This design comes from an exercise in tuning for small area, a short achievable clock period and few clock cycles on the open sky130 flow, not from production work.
Function was checked by simulation only, so behaviour that the tests miss may differ from the original.

==> run a <==
==> flow/design.v (excerpt) <==
module hash_engine (
    input  wire        clk,
    input  wire        rst,      
    input  wire        req,      
    input  wire        we,       
    input  wire [3:0]  addr,     
    input  wire [31:0] wdata,
    output wire        ready,    
    output reg  [31:0] rdata     
);
export LEC_CHECK = 0
export CAP_MARGIN = 20
export CORE_MARGIN = 2
export CORE_UTILIZATION = 45
export CTS_CLUSTER_DIAMETER = 60
export CTS_CLUSTER_SIZE = 25
export SLEW_MARGIN = 20
create_clock -name core_clock -period 33.0 [get_ports {clk}]
standard.sh (not shown) runs the stock make flow with config.mk's settings and CLKGATE_MAP_FILE= SYNTH_SCRIPT=/design/flow/synth_recipe.tcl, a recipe that flattens the netlist after the stock synthesis.
==> flow/flow/run.sh <==
#!/bin/bash
# Layout flow: the standard synthesis, then the standard layout with
# ORFS's timing repair aimed SETUP_SLACK_MARGIN ns below the clock period, so
# that the read-out logic is sized for speed; ports get buf_4 buffers
# (buffer_ports -buffer_cell) instead of its default delay buffers. The
# CTS runs without dummy loads. The
# constraints (clock period, I/O delays, loads) are the standard flow's, unchanged.
# Each step's full output goes to a log of its own in the work folder.
set -euo pipefail
cd "$(dirname "$0")/.."
bash standard.sh synth > synth.log 2>&1
bash standard.sh SETUP_SLACK_MARGIN=18 "BUFFER_PORTS_ARGS=-buffer_cell sky130_fd_sc_hd__buf_4" "CTS_ARGS=-sink_clustering_enable -repair_clock_nets -sink_clustering_size 25 -sink_clustering_max_diameter 60 -dont_use_dummy_load" finish > layout.log 2>&1
==> run b: changes against run a <==
--- a/flow/design.v
+++ b/flow/design.v
@@ -142,14 +142,13 @@
     reg        blk_q;        
     reg [3:0]  fcnt_q;       
     reg        ofin_q;       
     reg        seed_v, result_v;  
     wire stall     = busy_q || ofin_q;
-    wire rd_hazard = (addr == REG_RESULT) || (ofin_q && (addr == REG_ACC)) ||
-                     (busy_q && ((addr == REG_A) || (addr == REG_B) || (addr == REG_C)));
-    wire wr_pass   = (addr == REG_CMD) && (wdata[31:24] == 8'h12);
-    assign ready = !stall || (we ? wr_pass : !rd_hazard);
+    wire rd_pass   = (addr[3:2] == 2'b00);
+    wire wr_pass   = (addr == REG_CMD) && (wdata[29:24] == 6'b010010);
+    assign ready = !stall || (we ? wr_pass : rd_pass);
     wire wr_access = req && we && ready;
     wire [7:0] opc  = wdata[31:24];
     wire [7:0] byte_in = wdata[7:0];
     wire       low24_zero = (wdata[23:0] == 24'd0);
     wire       low24_b_ok = (wdata[23:8] == 16'd0);
--- a/flow/flow/run.sh
+++ b/flow/flow/run.sh
@@ -7,6 +7,6 @@
 # constraints (clock period, I/O delays, loads) are the standard flow's, unchanged.
 # Each step's full output goes to a log of its own in the work folder.
 set -euo pipefail
 cd "$(dirname "$0")/.."
 bash standard.sh synth > synth.log 2>&1
-bash standard.sh SETUP_SLACK_MARGIN=18 "BUFFER_PORTS_ARGS=-buffer_cell sky130_fd_sc_hd__buf_4" "CTS_ARGS=-sink_clustering_enable -repair_clock_nets -sink_clustering_size 25 -sink_clustering_max_diameter 60 -dont_use_dummy_load" finish > layout.log 2>&1
+bash standard.sh SETUP_SLACK_MARGIN=18.3 "BUFFER_PORTS_ARGS=-buffer_cell sky130_fd_sc_hd__buf_4" "CTS_ARGS=-sink_clustering_enable -repair_clock_nets -sink_clustering_size 25 -sink_clustering_max_diameter 60 -dont_use_dummy_load" finish > layout.log 2>&1
==> run c: changes against run a <==
--- a/flow/design.v
+++ b/flow/design.v
@@ -40,37 +40,10 @@
             assign s[i]   = a[i] ^ b[i] ^ c[i];
             assign c[i+1] = (a[i] & b[i]) | (c[i] & (a[i] ^ b[i]));
         end
     endgenerate
 endmodule
-module hash_cia #(parameter W = 32, parameter L = 16) (
-    input  wire [W-1:0] a,
-    input  wire [W-1:0] b,
-    input  wire         cin,
-    output wire [W-1:0] s
-);
-    wire [L:0]     c;
-    wire [W-L:0]   d;
-    wire [W-L-1:0] s0;
-    wire [W-L:0]   pa;
-    assign c[0]  = cin;
-    assign d[0]  = 1'b0;
-    assign pa[0] = 1'b1;
-    genvar i;
-    generate
-        for (i = 0; i < L; i = i + 1) begin : lo
-            assign s[i]   = a[i] ^ b[i] ^ c[i];
-            assign c[i+1] = (a[i] & b[i]) | (c[i] & (a[i] ^ b[i]));
-        end
-        for (i = 0; i < W - L; i = i + 1) begin : hi
-            assign s0[i]   = a[L+i] ^ b[L+i] ^ d[i];
-            assign d[i+1]  = (a[L+i] & b[L+i]) | (d[i] & (a[L+i] ^ b[L+i]));
-            assign pa[i+1] = pa[i] & s0[i];
-            assign s[L+i]  = s0[i] ^ (c[L] & pa[i]);
-        end
-    endgenerate
-endmodule
 module hash_mix (
     input  wire [3:0]  k,        
     input  wire [31:0] x,
     input  wire [31:0] y,
     input  wire [31:0] z,
@@ -82,11 +55,11 @@
     wire [31:0] q  = fold ? t : ~y;
     wire [31:0] r2 = fold ? r : ~z;
     wire [31:0] cs_s = x ^ q ^ r2;
     wire [31:0] cs_c = (x & q) | (x & r2) | (q & r2);
     wire [31:0] sum;
-    hash_cia #(32, 16) u_add (.a(cs_s), .b({cs_c[30:0], !fold}), .cin(!fold), .s(sum));
+    hash_add #(32) u_add (.a(cs_s), .b({cs_c[30:0], !fold}), .cin(!fold), .s(sum));
     reg [31:0] sh;
     always @(*) begin
         case (k)
             4'd3:    sh = z >> 13;
             4'd4:    sh = z >> 8;
@@ -140,11 +113,10 @@
     reg [3:0]  k_q;          
     reg        fin_q;        
     reg        blk_q;        
     reg [3:0]  fcnt_q;       
     reg        ofin_q;       
-    reg        seed_v, result_v;  
     wire stall     = busy_q || ofin_q;
     wire rd_hazard = (addr == REG_RESULT) || (ofin_q && (addr == REG_ACC)) ||
                      (busy_q && ((addr == REG_A) || (addr == REG_B) || (addr == REG_C)));
     wire wr_pass   = (addr == REG_CMD) && (wdata[31:24] == 8'h12);
     assign ready = !stall || (we ? wr_pass : !rd_hazard);
@@ -209,45 +181,38 @@
             acc_q     <= 32'd0;
             x_q       <= 32'd0;
             y_q       <= 32'd0;
             z_q       <= 32'd0;
             len_q     <= 32'd0;
+            seed_q    <= 32'd0;
+            result_q  <= 32'd0;
             bufcnt_q  <= 4'd0;
             mode_q    <= MODE_IDLE;
             done_q    <= 1'b0;
             err_q     <= 1'b0;
             errcode_q <= 4'd0;
             busy_q    <= 1'b0;
             ofin_q    <= 1'b0;
-            seed_v    <= 1'b0;
-            result_v  <= 1'b0;
         end else begin
             if (busy_q) begin
                 x_q <= y_q;
                 y_q <= z_q;
                 z_q <= step_n;
                 k_q <= k_q + 4'd1;
                 if (k_q == 4'd11) begin
                     busy_q <= 1'b0;
-                    if (fin_q) begin
-                        result_q <= step_n;
-                        result_v <= 1'b1;
-                    end
+                    if (fin_q) result_q <= step_n;
                 end
             end
             if (ofin_q) begin
                 acc_q    <= oaat_final;
                 result_q <= oaat_final;
-                result_v <= 1'b1;
                 ofin_q   <= 1'b0;
             end
             if (wr_access) begin
                 case (addr)
-                    REG_SEED: begin
-                        seed_q <= wdata;
-                        seed_v <= 1'b1;
-                    end
+                    REG_SEED: seed_q <= wdata;
                     REG_A, REG_B, REG_C: begin
                         if (mode_q == MODE_IDLE) begin
                             if (addr == REG_A) x_q <= wdata;
                             if (addr == REG_B) y_q <= wdata;
                             if (addr == REG_C) z_q <= wdata;
@@ -291,11 +256,11 @@
                                 done_q   <= 1'b1;
                             end
                         end else if (is_l2_start) begin
                             x_q      <= GOLDEN;
                             y_q      <= GOLDEN;
-                            z_q      <= (wdata[0] && seed_v) ? seed_q : 32'd0;
+                            z_q      <= wdata[0] ? seed_q : 32'd0;
                             bufcnt_q <= 4'd0;
                             len_q    <= 32'd0;
                             done_q   <= 1'b0;
                             mode_q   <= MODE_L2;
                         end else if (is_l2_byte) begin
@@ -367,12 +332,12 @@
     wire [31:0] status = {18'd0, 1'b0, 1'b0, bufcnt_q, errcode_q, err_q, done_q, mode_q};
     always @(*) begin
         case (addr)
             REG_ID:     rdata = ID_VALUE;
             REG_STATUS: rdata = status;
-            REG_SEED:   rdata = seed_v ? seed_q : 32'd0;
-            REG_RESULT: rdata = result_v ? result_q : 32'd0;
+            REG_SEED:   rdata = seed_q;
+            REG_RESULT: rdata = result_q;
             REG_LEN:    rdata = len_q;
             REG_ACC:    rdata = acc_q;
             REG_A:      rdata = x_q;
             REG_B:      rdata = y_q;
             REG_C:      rdata = z_q;
==> flow/flow/run.sh (replaced) <==
#!/bin/bash
# Layout flow: the standard synthesis, then the standard layout with
# ORFS's timing repair aimed SETUP_SLACK_MARGIN ns below the clock period, so
# that the port buffers and the read-out logic are sized for speed. The
# constraints (clock period, I/O delays, loads) are the standard flow's, unchanged.
# Each step's full output goes to a log of its own in the work folder.
set -euo pipefail
cd "$(dirname "$0")/.."
bash standard.sh synth > synth.log 2>&1
bash standard.sh SETUP_SLACK_MARGIN=18 finish > layout.log 2>&1
==> flow/config.mk (replaced) <==
export PLATFORM = sky130hd
export DESIGN_NAME = hash_engine
export DESIGN_NICKNAME = hash_engine
export VERILOG_FILES = /design/flow/design.v
export SDC_FILE = /design/flow/constraint.sdc
export NUM_CORES = 4
export LEC_CHECK = 0
export CAP_MARGIN = 20
export CORE_MARGIN = 2
export CORE_UTILIZATION = 40
export SLEW_MARGIN = 20
==> run d: changes against run a <==
--- a/flow/design.v
+++ b/flow/design.v
@@ -40,37 +40,10 @@
             assign s[i]   = a[i] ^ b[i] ^ c[i];
             assign c[i+1] = (a[i] & b[i]) | (c[i] & (a[i] ^ b[i]));
         end
     endgenerate
 endmodule
-module hash_cia #(parameter W = 32, parameter L = 16) (
-    input  wire [W-1:0] a,
-    input  wire [W-1:0] b,
-    input  wire         cin,
-    output wire [W-1:0] s
-);
-    wire [L:0]     c;
-    wire [W-L:0]   d;
-    wire [W-L-1:0] s0;
-    wire [W-L:0]   pa;
-    assign c[0]  = cin;
-    assign d[0]  = 1'b0;
-    assign pa[0] = 1'b1;
-    genvar i;
-    generate
-        for (i = 0; i < L; i = i + 1) begin : lo
-            assign s[i]   = a[i] ^ b[i] ^ c[i];
-            assign c[i+1] = (a[i] & b[i]) | (c[i] & (a[i] ^ b[i]));
-        end
-        for (i = 0; i < W - L; i = i + 1) begin : hi
-            assign s0[i]   = a[L+i] ^ b[L+i] ^ d[i];
-            assign d[i+1]  = (a[L+i] & b[L+i]) | (d[i] & (a[L+i] ^ b[L+i]));
-            assign pa[i+1] = pa[i] & s0[i];
-            assign s[L+i]  = s0[i] ^ (c[L] & pa[i]);
-        end
-    endgenerate
-endmodule
 module hash_mix (
     input  wire [3:0]  k,        
     input  wire [31:0] x,
     input  wire [31:0] y,
     input  wire [31:0] z,
@@ -82,11 +55,11 @@
     wire [31:0] q  = fold ? t : ~y;
     wire [31:0] r2 = fold ? r : ~z;
     wire [31:0] cs_s = x ^ q ^ r2;
     wire [31:0] cs_c = (x & q) | (x & r2) | (q & r2);
     wire [31:0] sum;
-    hash_cia #(32, 16) u_add (.a(cs_s), .b({cs_c[30:0], !fold}), .cin(!fold), .s(sum));
+    hash_add #(32) u_add (.a(cs_s), .b({cs_c[30:0], !fold}), .cin(!fold), .s(sum));
     reg [31:0] sh;
     always @(*) begin
         case (k)
             4'd3:    sh = z >> 13;
             4'd4:    sh = z >> 8;
@@ -140,11 +113,10 @@
     reg [3:0]  k_q;          
     reg        fin_q;        
     reg        blk_q;        
     reg [3:0]  fcnt_q;       
     reg        ofin_q;       
-    reg        seed_v, result_v;  
     wire stall     = busy_q || ofin_q;
     wire rd_hazard = (addr == REG_RESULT) || (ofin_q && (addr == REG_ACC)) ||
                      (busy_q && ((addr == REG_A) || (addr == REG_B) || (addr == REG_C)));
     wire wr_pass   = (addr == REG_CMD) && (wdata[31:24] == 8'h12);
     assign ready = !stall || (we ? wr_pass : !rd_hazard);
@@ -209,45 +181,38 @@
             acc_q     <= 32'd0;
             x_q       <= 32'd0;
             y_q       <= 32'd0;
             z_q       <= 32'd0;
             len_q     <= 32'd0;
+            seed_q    <= 32'd0;
+            result_q  <= 32'd0;
             bufcnt_q  <= 4'd0;
             mode_q    <= MODE_IDLE;
             done_q    <= 1'b0;
             err_q     <= 1'b0;
             errcode_q <= 4'd0;
             busy_q    <= 1'b0;
             ofin_q    <= 1'b0;
-            seed_v    <= 1'b0;
-            result_v  <= 1'b0;
         end else begin
             if (busy_q) begin
                 x_q <= y_q;
                 y_q <= z_q;
                 z_q <= step_n;
                 k_q <= k_q + 4'd1;
                 if (k_q == 4'd11) begin
                     busy_q <= 1'b0;
-                    if (fin_q) begin
-                        result_q <= step_n;
-                        result_v <= 1'b1;
-                    end
+                    if (fin_q) result_q <= step_n;
                 end
             end
             if (ofin_q) begin
                 acc_q    <= oaat_final;
                 result_q <= oaat_final;
-                result_v <= 1'b1;
                 ofin_q   <= 1'b0;
             end
             if (wr_access) begin
                 case (addr)
-                    REG_SEED: begin
-                        seed_q <= wdata;
-                        seed_v <= 1'b1;
-                    end
+                    REG_SEED: seed_q <= wdata;
                     REG_A, REG_B, REG_C: begin
                         if (mode_q == MODE_IDLE) begin
                             if (addr == REG_A) x_q <= wdata;
                             if (addr == REG_B) y_q <= wdata;
                             if (addr == REG_C) z_q <= wdata;
@@ -291,11 +256,11 @@
                                 done_q   <= 1'b1;
                             end
                         end else if (is_l2_start) begin
                             x_q      <= GOLDEN;
                             y_q      <= GOLDEN;
-                            z_q      <= (wdata[0] && seed_v) ? seed_q : 32'd0;
+                            z_q      <= wdata[0] ? seed_q : 32'd0;
                             bufcnt_q <= 4'd0;
                             len_q    <= 32'd0;
                             done_q   <= 1'b0;
                             mode_q   <= MODE_L2;
                         end else if (is_l2_byte) begin
@@ -367,12 +332,12 @@
     wire [31:0] status = {18'd0, 1'b0, 1'b0, bufcnt_q, errcode_q, err_q, done_q, mode_q};
     always @(*) begin
         case (addr)
             REG_ID:     rdata = ID_VALUE;
             REG_STATUS: rdata = status;
-            REG_SEED:   rdata = seed_v ? seed_q : 32'd0;
-            REG_RESULT: rdata = result_v ? result_q : 32'd0;
+            REG_SEED:   rdata = seed_q;
+            REG_RESULT: rdata = result_q;
             REG_LEN:    rdata = len_q;
             REG_ACC:    rdata = acc_q;
             REG_A:      rdata = x_q;
             REG_B:      rdata = y_q;
             REG_C:      rdata = z_q;
==> flow/run.sh (new file) <==
#!/bin/bash
# synth_recipe.tcl (not shown) runs the flow's synth.tcl, then flattens the netlist and writes it again
# the make line also repeats each setting of config.mk as NAME=value (left out here)
make -C /OpenROAD-flow-scripts/flow DESIGN_CONFIG=/design/flow/config.mk WORK_HOME=/design/flow/orfs CLKGATE_MAP_FILE= SYNTH_SCRIPT=/design/flow/synth_recipe.tcl finish
==> flow/config.mk (replaced) <==
export PLATFORM = sky130hd
export DESIGN_NAME = hash_engine
export DESIGN_NICKNAME = hash_engine
export VERILOG_FILES = /design/flow/design.v
export SDC_FILE = /design/flow/constraint.sdc
export NUM_CORES = 4
export LEC_CHECK = 0
export CAP_MARGIN = 20
export CORE_MARGIN = 2
export CORE_UTILIZATION = 40
export SLEW_MARGIN = 20
removed: flow/flow/run.sh
removed: flow/standard.sh
==> impl_metrics.tcl <==
set metrics [dict create \
    wl_per_cell_um 30.2 \
    critPathBufInv 4 \
    pg_comb_uw 149 \
    status "finished clean" \
    min_from "errcode_q[2]" \
    wl_met2_um 57200 \
]
the above is filed under run c

==> impl_metrics.tcl <==
set metrics [dict create \
    wl_met2_um 57200 \
    yosys_register_bits 344 \
    netlist_area_sq_mm 0.0282 \
    critPathBufInv 3 \
    n_clock_buffer 54 \
    status "finished clean" \
    max_freq_mhz 59.6 \
]
the above is filed under run d

==> impl_metrics.tcl <==
set metrics [dict create \
    wl_per_cell_um 35.1 \
    critPathBufInv 4 \
    wl_met2_um 59100 \
    min_from "seed_v" \
    status "finished clean" \
]
the above is filed under run a

==> impl_metrics.tcl <==
set metrics [dict create \
    min_from "errcode_q[3]" \
    status "finished clean" \
    maxSlewHeadroom_pct 12.2 \
    pg_comb_uw 169 \
    critPathBufInv 2 \
    synth_warnings 3 \
    async_flop_share_pct 0 \
    postCtsHoldBufs 0 \
    rows 90 \
]
the above is filed under run b

Testbench counts of run a, summed over its fixed seeds: cycles 25,199.
Testbench counts of run b, summed over its fixed seeds: cycles 25,344.
Testbench counts of run c, summed over its fixed seeds: cycles 25,199.
Testbench counts of run d, summed over its fixed seeds: cycles 25,199.

-- re-timing with driven ports --
How much do the figures lean on ideal ports? The routed layouts below were timed once more, with nothing changed but the port constraints.
Step 1, drivers: a clkbuf_16 drives clk and a buf_2 each remaining input, both assumed.
Step 2 times the ports against the registers' clock, not the clock port: input delays grow and output delays shrink by t, the midpoint of the rising clock arrivals with the driver on.
Slacks: ideal / step 1 / step 2; pairs: ideal / step 1.
run	t, ns	slack for setup (ns)	worst setup path after step 2	worst data-port slew with drivers (ns)
run a	0.637	18.018 / 17.926 / 17.926	input to output	0.11
run b	0.643	18.287 / 18.211 / 18.211	input to output	0.10
run c	0.655	17.981 / 17.961 / 17.961	input to output	0.18
run d	0.653	16.230 / 16.204 / 16.204	input to output	0.18
After both steps every run listed still meets setup and hold. The setup slack of run a, which loses most, moves by -0.092 ns with the drivers and by -0.092 ns with both steps.
